Source: an optimization exercise on an open RTL-to-GDS flow (aim: small area and a short achievable clock period). Production flows keep margins and buffers that such runs may drop. Only simulation tests tie the RTL to the original design; equivalence was not proved. Power is estimated from default activity; no workload was simulated.

==> inputs of job 1287 <==
==> flow/design.v <==
module wiz_pixel_decoder #(
    parameter N           = 64,
    parameter FRAME_BYTES = 6 * N,
    parameter [7:0] ACK_BYTE = 8'h06
) (
    input  wire                 clk,
    input  wire                 rst,
    input  wire                 rx_valid,
    input  wire [7:0]           rx_data,
    output wire                 rx_ready,
    output wire                 tx_valid,
    output wire [7:0]           tx_data,
    input  wire                 tx_ready,
    output wire                 disp_start,
    input  wire                 disp_done,
    input  wire [$clog2(N)-1:0] s1_raddr,
    input  wire [$clog2(N)-1:0] s2_raddr,
    output reg  [23:0]          s1_rdata,
    output reg  [23:0]          s2_rdata
);
    localparam CNT_W = $clog2(FRAME_BYTES);
    localparam SB    = 8 * FRAME_BYTES;
    reg             rdy;
    reg             dst;
    reg             wt;
    reg             tv;
    reg [CNT_W-1:0] cnt;       
    reg             last;      
    wire rx_fire = rx_valid && rdy;
    always @(posedge clk) begin
        if (rst) begin
            rdy  <= 1'b1;
            dst  <= 1'b0;
            wt   <= 1'b0;
            tv   <= 1'b0;
            cnt  <= {CNT_W{1'b0}};
            last <= 1'b0;
        end else begin
            dst <= rx_fire && last;
            if (rx_fire) begin
                cnt  <= cnt + 1'b1;
                last <= (cnt == FRAME_BYTES - 2);
                if (last) rdy <= 1'b0;
            end
            if (dst) wt <= 1'b1;
            if (wt && disp_done) begin
                wt <= 1'b0;
                tv <= 1'b1;
            end
            if (tv && tx_ready) begin
                tv   <= 1'b0;
                rdy  <= 1'b1;
                cnt  <= {CNT_W{1'b0}};
                last <= 1'b0;
            end
        end
    end
    assign rx_ready   = rdy;
    assign disp_start = dst;
    assign tx_valid   = tv;
    assign tx_data    = ACK_BYTE;
    reg          sh_en;
    reg [7:0]    sh_d;
    reg [SB-1:0] fb;
    always @(posedge clk) begin
        sh_en <= rx_fire;
        sh_d  <= rx_data;
        if (sh_en)
            fb <= {fb[SB-9:0], sh_d};
    end
    wire [24*N-1:0] strip1 = fb[SB-1 -: 24*N];
    wire [24*N-1:0] strip2 = fb[SB-1-24*N -: 24*N];
    wire [N-1:0] sel1, sel2;
    genvar gi, gb;
    generate
        for (gi = 0; gi < N; gi = gi + 1) begin : g_dec
            assign sel1[gi] = (s1_raddr == gi);
            assign sel2[gi] = (s2_raddr == gi);
        end
    endgenerate
    wire [23:0] rd1, rd2;
    generate
        for (gb = 0; gb < 24; gb = gb + 1) begin : g_bit
            wire [N-1:0] col1, col2;
            for (gi = 0; gi < N; gi = gi + 1) begin : g_col
                assign col1[gi] = strip1[24*(N-1-gi) + gb];
                assign col2[gi] = strip2[24*(N-1-gi) + gb];
            end
            wpd_sel64 u_m1 (.sel(sel1), .d(col1), .y(rd1[gb]));
            wpd_sel64 u_m2 (.sel(sel2), .d(col2), .y(rd2[gb]));
        end
    endgenerate
    always @(posedge clk) begin
        s1_rdata <= rd1;
        s2_rdata <= rd2;
    end
endmodule
module wpd_sel64 (
    input  wire [63:0] sel,
    input  wire [63:0] d,
    output wire        y
);
    wire [21:0] n;
    genvar g;
    generate
        for (g = 0; g < 20; g = g + 1) begin : g_a3
            wpd_aoi222 u (.a1(sel[3*g]), .a2(d[3*g]), .b1(sel[3*g+1]), .b2(d[3*g+1]),
                          .c1(sel[3*g+2]), .c2(d[3*g+2]), .y(n[g]));
        end
        for (g = 0; g < 2; g = g + 1) begin : g_a2
            wpd_aoi22 u (.a1(sel[60+2*g]), .a2(d[60+2*g]), .b1(sel[61+2*g]), .b2(d[61+2*g]),
                         .y(n[20+g]));
        end
    endgenerate
    assign y = ~&n;
endmodule
module wpd_aoi222 (
    input  wire a1, a2, b1, b2, c1, c2,
    output wire y
);
    assign y = ~((a1 & a2) | (b1 & b2) | (c1 & c2));
endmodule
module wpd_aoi22 (
    input  wire a1, a2, b1, b2,
    output wire y
);
    assign y = ~((a1 & a2) | (b1 & b2));
endmodule
==> flow/run.sh <==
#!/bin/bash
# synth_recipe.tcl (not shown) runs the flow's synth.tcl, then flattens the netlist and writes it again
# the make line also repeats each setting of config.mk as NAME=value (left out here)
make -C /OpenROAD-flow-scripts/flow DESIGN_CONFIG=/design/flow/config.mk WORK_HOME=/design/flow/orfs CLKGATE_MAP_FILE= SYNTH_SCRIPT=/design/flow/synth_recipe.tcl finish
==> flow/config.mk <==
export PLATFORM = sky130hd
export DESIGN_NAME = wiz_pixel_decoder
export DESIGN_NICKNAME = wiz_pixel_decoder
export VERILOG_FILES = /design/flow/design.v
export SDC_FILE = /design/flow/constraint.sdc
export NUM_CORES = 4
export LEC_CHECK = 0
export CAP_MARGIN = 20
export CORE_MARGIN = 2
export CORE_UTILIZATION = 40
export SLEW_MARGIN = 20
export SYNTH_HIERARCHICAL = 1
==> flow/constraint.sdc <==
create_clock -name core_clock -period 6.0 [get_ports {clk}]
set_input_delay 1.2000 -clock core_clock [delete_from_list [all_inputs] [get_ports {clk}]]
set_output_delay 1.2000 -clock core_clock [all_outputs]
set_load 0.01 [all_outputs]
==> job 4500: changes against job 1287 <==
--- a/flow/design.v
+++ b/flow/design.v
@@ -74,8 +74,8 @@
     genvar gi, gb;
     generate
         for (gi = 0; gi < N; gi = gi + 1) begin : g_dec
-            assign sel1[gi] = (s1_raddr == gi);
-            assign sel2[gi] = (s2_raddr == gi);
+            assign sel1[gi] = (s1_raddr != gi);
+            assign sel2[gi] = (s2_raddr != gi);
         end
     endgenerate
     wire [23:0] rd1, rd2;
@@ -100,29 +100,19 @@
     input  wire [63:0] d,
     output wire        y
 );
-    wire [21:0] n;
+    wire [31:0] m;
     genvar g;
     generate
-        for (g = 0; g < 20; g = g + 1) begin : g_a3
-            wpd_aoi222 u (.a1(sel[3*g]), .a2(d[3*g]), .b1(sel[3*g+1]), .b2(d[3*g+1]),
-                          .c1(sel[3*g+2]), .c2(d[3*g+2]), .y(n[g]));
-        end
-        for (g = 0; g < 2; g = g + 1) begin : g_a2
-            wpd_aoi22 u (.a1(sel[60+2*g]), .a2(d[60+2*g]), .b1(sel[61+2*g]), .b2(d[61+2*g]),
-                         .y(n[20+g]));
+        for (g = 0; g < 32; g = g + 1) begin : g_o2
+            wpd_oai22 u (.a1(d[2*g]), .a2(sel[2*g]), .b1(d[2*g+1]), .b2(sel[2*g+1]),
+                         .y(m[g]));
         end
     endgenerate
-    assign y = ~&n;
+    assign y = ~|m;
 endmodule
-module wpd_aoi222 (
-    input  wire a1, a2, b1, b2, c1, c2,
-    output wire y
-);
-    assign y = ~((a1 & a2) | (b1 & b2) | (c1 & c2));
-endmodule
-module wpd_aoi22 (
+module wpd_oai22 (
     input  wire a1, a2, b1, b2,
     output wire y
 );
-    assign y = ~((a1 & a2) | (b1 & b2));
+    assign y = ~((a1 | a2) & (b1 | b2));
 endmodule
--- a/flow/config.mk
+++ b/flow/config.mk
@@ -7,6 +7,9 @@
 export LEC_CHECK = 0
 export CAP_MARGIN = 20
 export CORE_MARGIN = 2
-export CORE_UTILIZATION = 40
+export CORE_UTILIZATION = 70
+export CTS_CLUSTER_DIAMETER = 50
+export CTS_CLUSTER_SIZE = 24
+export SETUP_SLACK_MARGIN = 3.6
 export SLEW_MARGIN = 20
 export SYNTH_HIERARCHICAL = 1
==> results.txt <==
Job 1287 went through all stages and came out clean. Job 4500 produced a clean layout. Of job 4500 and job 1287, job 4500 has the higher fmax (gap about 40%, measured against job 1287). Of job 4500 and job 1287, job 4500 has the higher routed wire length (gap 33%, measured against job 1287). Of job 4500 and job 1287, job 1287 has the higher sequential share of layout area (gap 4.8 points). Against job 1287, the non-clock buffer count of job 4500 is higher by 505. Between job 1287 and job 4500, the lower via count is in job 1287 (gap 16%, measured against job 4500). Against job 4500, the clock power of job 1287 is higher by about 26%. Against job 1287, the register-to-register slack of job 4500 is higher by 0.35 ns.
==> figures <==
quantity	job 1287	job 4500
Outcome	finished clean	finished clean
Met3 GRT Util	3.04%	10.0%
Number of standard cells after synthesis	4790	5462
Layout net count	5392	6452
RePlAce Congestion	0.895	0.928
Unrepaired setup endpoints after global routing	no	yes
Vias in the first global route	54.7k	61.7k
Clock latency at the later pin of the worst-skew pair	0.87 ns	0.88 ns
Initial antenna violation count	12	10
Critical path endpoint	s2_rdata[5]	s2_rdata[18]
Reg2Reg Launch Point	fb[1533]	sh_en
Total met3 wirelength after detailed routing	27200 um	54500 um
Clock network power	0.0192 W	0.0152 W
Hold_sp	sh_d[1]	sh_d[3]
Xor/xnor share of the synthesized area	0.0162%	0.0162%

========
==> run a: inputs <==
RTL: one of the versions met above, not the one the previous note started from.
==> module wiz_pixel_decoder, before the edit <==
module wiz_pixel_decoder #(
    parameter N           = 64,
    parameter FRAME_BYTES = 6 * N,
    parameter [7:0] ACK_BYTE = 8'h06
) (
    input  wire                 clk,
    input  wire                 rst,
    input  wire                 rx_valid,
    input  wire [7:0]           rx_data,
    output wire                 rx_ready,
    output wire                 tx_valid,
    output wire [7:0]           tx_data,
    input  wire                 tx_ready,
    output wire                 disp_start,
    input  wire                 disp_done,
    input  wire [$clog2(N)-1:0] s1_raddr,
    input  wire [$clog2(N)-1:0] s2_raddr,
    output reg  [23:0]          s1_rdata,
    output reg  [23:0]          s2_rdata
);
    localparam CNT_W = $clog2(FRAME_BYTES);
    localparam SB    = 8 * FRAME_BYTES;
    reg             rdy;
    reg             dst;
    reg             wt;
    reg             tv;
    reg [CNT_W-1:0] cnt;       
    reg             last;      
    wire rx_fire = rx_valid && rdy;
    always @(posedge clk) begin
        if (rst) begin
            rdy  <= 1'b1;
            dst  <= 1'b0;
            wt   <= 1'b0;
            tv   <= 1'b0;
            cnt  <= {CNT_W{1'b0}};
            last <= 1'b0;
        end else begin
            dst <= rx_fire && last;
            if (rx_fire) begin
                cnt  <= cnt + 1'b1;
                last <= (cnt == FRAME_BYTES - 2);
                if (last) rdy <= 1'b0;
            end
            if (dst) wt <= 1'b1;
            if (wt && disp_done) begin
                wt <= 1'b0;
                tv <= 1'b1;
            end
            if (tv && tx_ready) begin
                tv   <= 1'b0;
                rdy  <= 1'b1;
                cnt  <= {CNT_W{1'b0}};
                last <= 1'b0;
            end
        end
    end
    assign rx_ready   = rdy;
    assign disp_start = dst;
    assign tx_valid   = tv;
    assign tx_data    = ACK_BYTE;
    reg          sh_en;
    reg [7:0]    sh_d;
    reg [SB-1:0] fb;
    always @(posedge clk) begin
        sh_en <= rx_fire;
        sh_d  <= rx_data;
        if (sh_en)
            fb <= {fb[SB-9:0], sh_d};
    end
    wire [24*N-1:0] strip1 = fb[SB-1 -: 24*N];
    wire [24*N-1:0] strip2 = fb[SB-1-24*N -: 24*N];
    wire [N-1:0] sel1, sel2;
    genvar gi, gb;
    generate
        for (gi = 0; gi < N; gi = gi + 1) begin : g_dec
            assign sel1[gi] = (s1_raddr != gi);
            assign sel2[gi] = (s2_raddr != gi);
        end
    endgenerate
    wire [23:0] rd1, rd2;
    generate
        for (gb = 0; gb < 24; gb = gb + 1) begin : g_bit
            wire [N-1:0] col1, col2;
            for (gi = 0; gi < N; gi = gi + 1) begin : g_col
                assign col1[gi] = strip1[24*(N-1-gi) + gb];
                assign col2[gi] = strip2[24*(N-1-gi) + gb];
            end
            wpd_sel64 u_m1 (.sel(sel1), .d(col1), .y(rd1[gb]));
            wpd_sel64 u_m2 (.sel(sel2), .d(col2), .y(rd2[gb]));
        end
    endgenerate
    always @(posedge clk) begin
        s1_rdata <= rd1;
        s2_rdata <= rd2;
    end
endmodule
==> module wpd_sel64, before the edit <==
module wpd_sel64 (
    input  wire [63:0] sel,
    input  wire [63:0] d,
    output wire        y
);
    wire [31:0] m;
    genvar g;
    generate
        for (g = 0; g < 32; g = g + 1) begin : g_o2
            wpd_oai22 u (.a1(d[2*g]), .a2(sel[2*g]), .b1(d[2*g+1]), .b2(sel[2*g+1]),
                         .y(m[g]));
        end
    endgenerate
    assign y = ~|m;
endmodule
make LEC_CHECK=0 CAP_MARGIN=20 CORE_MARGIN=2 CORE_UTILIZATION=60 CTS_CLUSTER_DIAMETER=60 CTS_CLUSTER_SIZE=28 SETUP_SLACK_MARGIN=3.6 SLEW_MARGIN=20 SYNTH_HIERARCHICAL=1 finish   # period 6.0 ns
run.sh (not shown) runs the stock make flow with config.mk's settings and CLKGATE_MAP_FILE= SYNTH_SCRIPT=/design/flow/synth_recipe.tcl, a recipe that flattens the netlist after the stock synthesis.
==> run b: changes against run a <==
==> flow/design.v, changed modules only <==
module wiz_pixel_decoder #(
    parameter N           = 64,
    parameter FRAME_BYTES = 6 * N,
    parameter [7:0] ACK_BYTE = 8'h06
) (
    input  wire                 clk,
    input  wire                 rst,
    input  wire                 rx_valid,
    input  wire [7:0]           rx_data,
    output wire                 rx_ready,
    output wire                 tx_valid,
    output wire [7:0]           tx_data,
    input  wire                 tx_ready,
    output wire                 disp_start,
    input  wire                 disp_done,
    input  wire [$clog2(N)-1:0] s1_raddr,
    input  wire [$clog2(N)-1:0] s2_raddr,
    output reg  [23:0]          s1_rdata,
    output reg  [23:0]          s2_rdata
);
    localparam CNT_W = $clog2(FRAME_BYTES);
    localparam SB    = 8 * FRAME_BYTES;
    reg             rdy;
    reg             dst;
    reg             wt;
    reg             tv;
    reg [CNT_W-1:0] cnt;       
    reg             last;      
    wire rx_fire = rx_valid && rdy;
    always @(posedge clk) begin
        if (rst) begin
            rdy  <= 1'b1;
            dst  <= 1'b0;
            wt   <= 1'b0;
            tv   <= 1'b0;
            cnt  <= {CNT_W{1'b0}};
            last <= 1'b0;
        end else begin
            dst <= rx_fire && last;
            if (rx_fire) begin
                cnt  <= cnt + 1'b1;
                last <= (cnt == FRAME_BYTES - 2);
                if (last) rdy <= 1'b0;
            end
            if (dst) wt <= 1'b1;
            if (wt && disp_done) begin
                wt <= 1'b0;
                tv <= 1'b1;
            end
            if (tv && tx_ready) begin
                tv   <= 1'b0;
                rdy  <= 1'b1;
                cnt  <= {CNT_W{1'b0}};
                last <= 1'b0;
            end
        end
    end
    assign rx_ready   = rdy;
    assign disp_start = dst;
    assign tx_valid   = tv;
    assign tx_data    = ACK_BYTE;
    reg          sh_en;
    reg [7:0]    sh_d;
    reg [SB-1:0] fb;
    always @(posedge clk) begin
        sh_en <= rx_fire;
        sh_d  <= rx_data;
        if (sh_en)
            fb <= {fb[SB-9:0], sh_d};
    end
    wire [24*N-1:0] strip1 = fb[SB-1 -: 24*N];
    wire [24*N-1:0] strip2 = fb[SB-1-24*N -: 24*N];
    wire [N-1:0] sel1a, sel1b, sel2a, sel2b;
    wire [7:0]   lo1, hi1, lo2, hi2;
    wpd_dec3 u_lo1 (.a(s1_raddr[2:0]), .y(lo1));
    wpd_dec3 u_hi1 (.a(s1_raddr[5:3]), .y(hi1));
    wpd_dec3 u_lo2 (.a(s2_raddr[2:0]), .y(lo2));
    wpd_dec3 u_hi2 (.a(s2_raddr[5:3]), .y(hi2));
    genvar gi, gb;
    generate
        for (gi = 0; gi < N; gi = gi + 1) begin : g_dec
            wpd_nand2 u_s1a (.a(hi1[gi/8]), .b(lo1[gi%8]), .y(sel1a[gi]));
            wpd_nand2 u_s1b (.a(hi1[gi/8]), .b(lo1[gi%8]), .y(sel1b[gi]));
            wpd_nand2 u_s2a (.a(hi2[gi/8]), .b(lo2[gi%8]), .y(sel2a[gi]));
            wpd_nand2 u_s2b (.a(hi2[gi/8]), .b(lo2[gi%8]), .y(sel2b[gi]));
        end
    endgenerate
    wire [23:0] rd1, rd2;
    generate
        for (gb = 0; gb < 24; gb = gb + 1) begin : g_bit
            wire [N-1:0] col1, col2;
            for (gi = 0; gi < N; gi = gi + 1) begin : g_col
                assign col1[gi] = strip1[24*(N-1-gi) + gb];
                assign col2[gi] = strip2[24*(N-1-gi) + gb];
            end
            wpd_sel64 u_m1 (.sel(gb < 12 ? sel1a : sel1b), .d(col1), .y(rd1[gb]));
            wpd_sel64 u_m2 (.sel(gb < 12 ? sel2a : sel2b), .d(col2), .y(rd2[gb]));
        end
    endgenerate
    always @(posedge clk) begin
        s1_rdata <= rd1;
        s2_rdata <= rd2;
    end
endmodule
module wpd_sel64 (
    input  wire [63:0] sel,
    input  wire [63:0] d,
    output wire        y
);
    wire [31:0] m;
    wire [15:0] p;
    wire [3:0]  q;
    genvar g;
    generate
        for (g = 0; g < 32; g = g + 1) begin : g_o2
            wpd_oai22 u (.a1(d[2*g]), .a2(sel[2*g]), .b1(d[2*g+1]), .b2(sel[2*g+1]),
                         .y(m[g]));
        end
        for (g = 0; g < 16; g = g + 1) begin : g_r2
            wpd_nor2 u (.a(m[2*g]), .b(m[2*g+1]), .y(p[g]));
        end
        for (g = 0; g < 4; g = g + 1) begin : g_n4
            wpd_nand4 u (.a(p[4*g]), .b(p[4*g+1]), .c(p[4*g+2]), .d(p[4*g+3]), .y(q[g]));
        end
    endgenerate
    wpd_nor4 u_y (.a(q[0]), .b(q[1]), .c(q[2]), .d(q[3]), .y(y));
endmodule
module wpd_dec3 (
    input  wire [2:0] a,
    output wire [7:0] y
);
    genvar g;
    generate
        for (g = 0; g < 8; g = g + 1) begin : g_y
            assign y[g] = (a == g);
        end
    endgenerate
endmodule
module wpd_nand2 (
    input  wire a, b,
    output wire y
);
    assign y = ~(a & b);
endmodule
module wpd_nor2 (
    input  wire a, b,
    output wire y
);
    assign y = ~(a | b);
endmodule
module wpd_nand4 (
    input  wire a, b, c, d,
    output wire y
);
    assign y = ~(a & b & c & d);
endmodule
module wpd_nor4 (
    input  wire a, b, c, d,
    output wire y
);
    assign y = ~(a | b | c | d);
endmodule
CORE_ASPECT_RATIO = 0.5   (was unset)
CORE_UTILIZATION = 65   (was 60)
CTS_CLUSTER_DIAMETER = 90   (was 60)
TNS_END_PERCENT = 5   (was unset)
==> results.txt <==
Against run a, the area after synthesis of run b is larger by about 1.5%.
In run a the final cell count is lower than in run b, by 1.5%.
Core utilization: run b is higher than run a (2.0 points).
Between run a and run b, the lower worst hold slack is in run b (gap 0.021 ns).
Of run a and run b, run a has the higher total power (gap 9.4%, measured against run b).
Against run b, the global-route usage of run a is lower by 3.4 points.
In sequential power, run a and run b hardly differ.
In run b the wire length is higher than in run a, by 2.2%.
In run a the via count is lower than in run b, by about 4%.
Between run b and run a, the lower clock power is in run b (gap 24%, measured against run a).
==> figures <==
quantity	run a	run b
Status	finished clean	finished clean
Clock-cell share of area	5.05%	3.17%
CTS Buffer Depth	3	4
Buffer share of cell area	5.18%	2.66%
Most congested layer reported by global routing	met2	met1
Metal2 WL	132 mm	127 mm
Number of ordinary and repair buffers in the finished layout	545	281
End point of the worst hold path	fb[4]	fb[0]
Combinational-cell power consumption	0.974 mW	0.992 mW
Power in the clock group	14.3 mW	10.9 mW
Upper clock frequency limit	362 MHz	381 MHz
Area used by sequential logic in the layout	93800 µm²	93800 µm²
Via density per instance	6.93	7.11
Dpl ws	0.909 ns	1.39 ns
Xor-xnor portion of the synthesized cell area	0.0162%	0.0160%
Post-layout instance count excluding filler cells	8685	8814
Standard cell area after detailed placement	113000 µm²	114000 µm²
Worst vdd ir	0.276 mV	0.329 mV
Simple-gate area share of the yosys netlist	4.02%	5.51%
Number of stages on the worst setup path	10	9
Met3 routed wirelength	21.0 mm	34.5 mm

port drivers added, routing unchanged:
The flow's constraints put no driver on any port. The routed layouts listed below were extracted and timed again, unchanged, in two steps.
Step 1, drivers: a clkbuf_16 drives clk and a buf_2 each remaining input, both assumed.
Step 2 adds t to the input delays and takes it off the output delays; t is the mean of the earliest and latest rising clock arrival at the registers after step 1. Input paths then give back, and output paths get back, about the clock's delay inside the block.
Three values: ideal, step 1, step 2; two values: the first two.
run	shift t [ns]	setup slack, ns	worst setup path after step 2	latest minus earliest clock arrival (ns)	worst slew at a driven data input, ns
job 1287	0.929	1.616 / 1.679 / 0.750	input to register	0.057 / 0.056	0.14
job 4500	0.943	2.824 / 2.857 / 1.914	input to register	0.055 / 0.055	0.08
run a	0.931	3.236 / 3.221 / 2.289	input to register	0.039 / 0.039	0.15
run b	0.907	3.377 / 3.322 / 2.498	input to register	0.048 / 0.047	0.08
After both steps every run listed still meets setup and hold. For run a, which loses most, drivers alone change the setup slack by -0.015 ns; drivers and shift together by -0.947 ns.
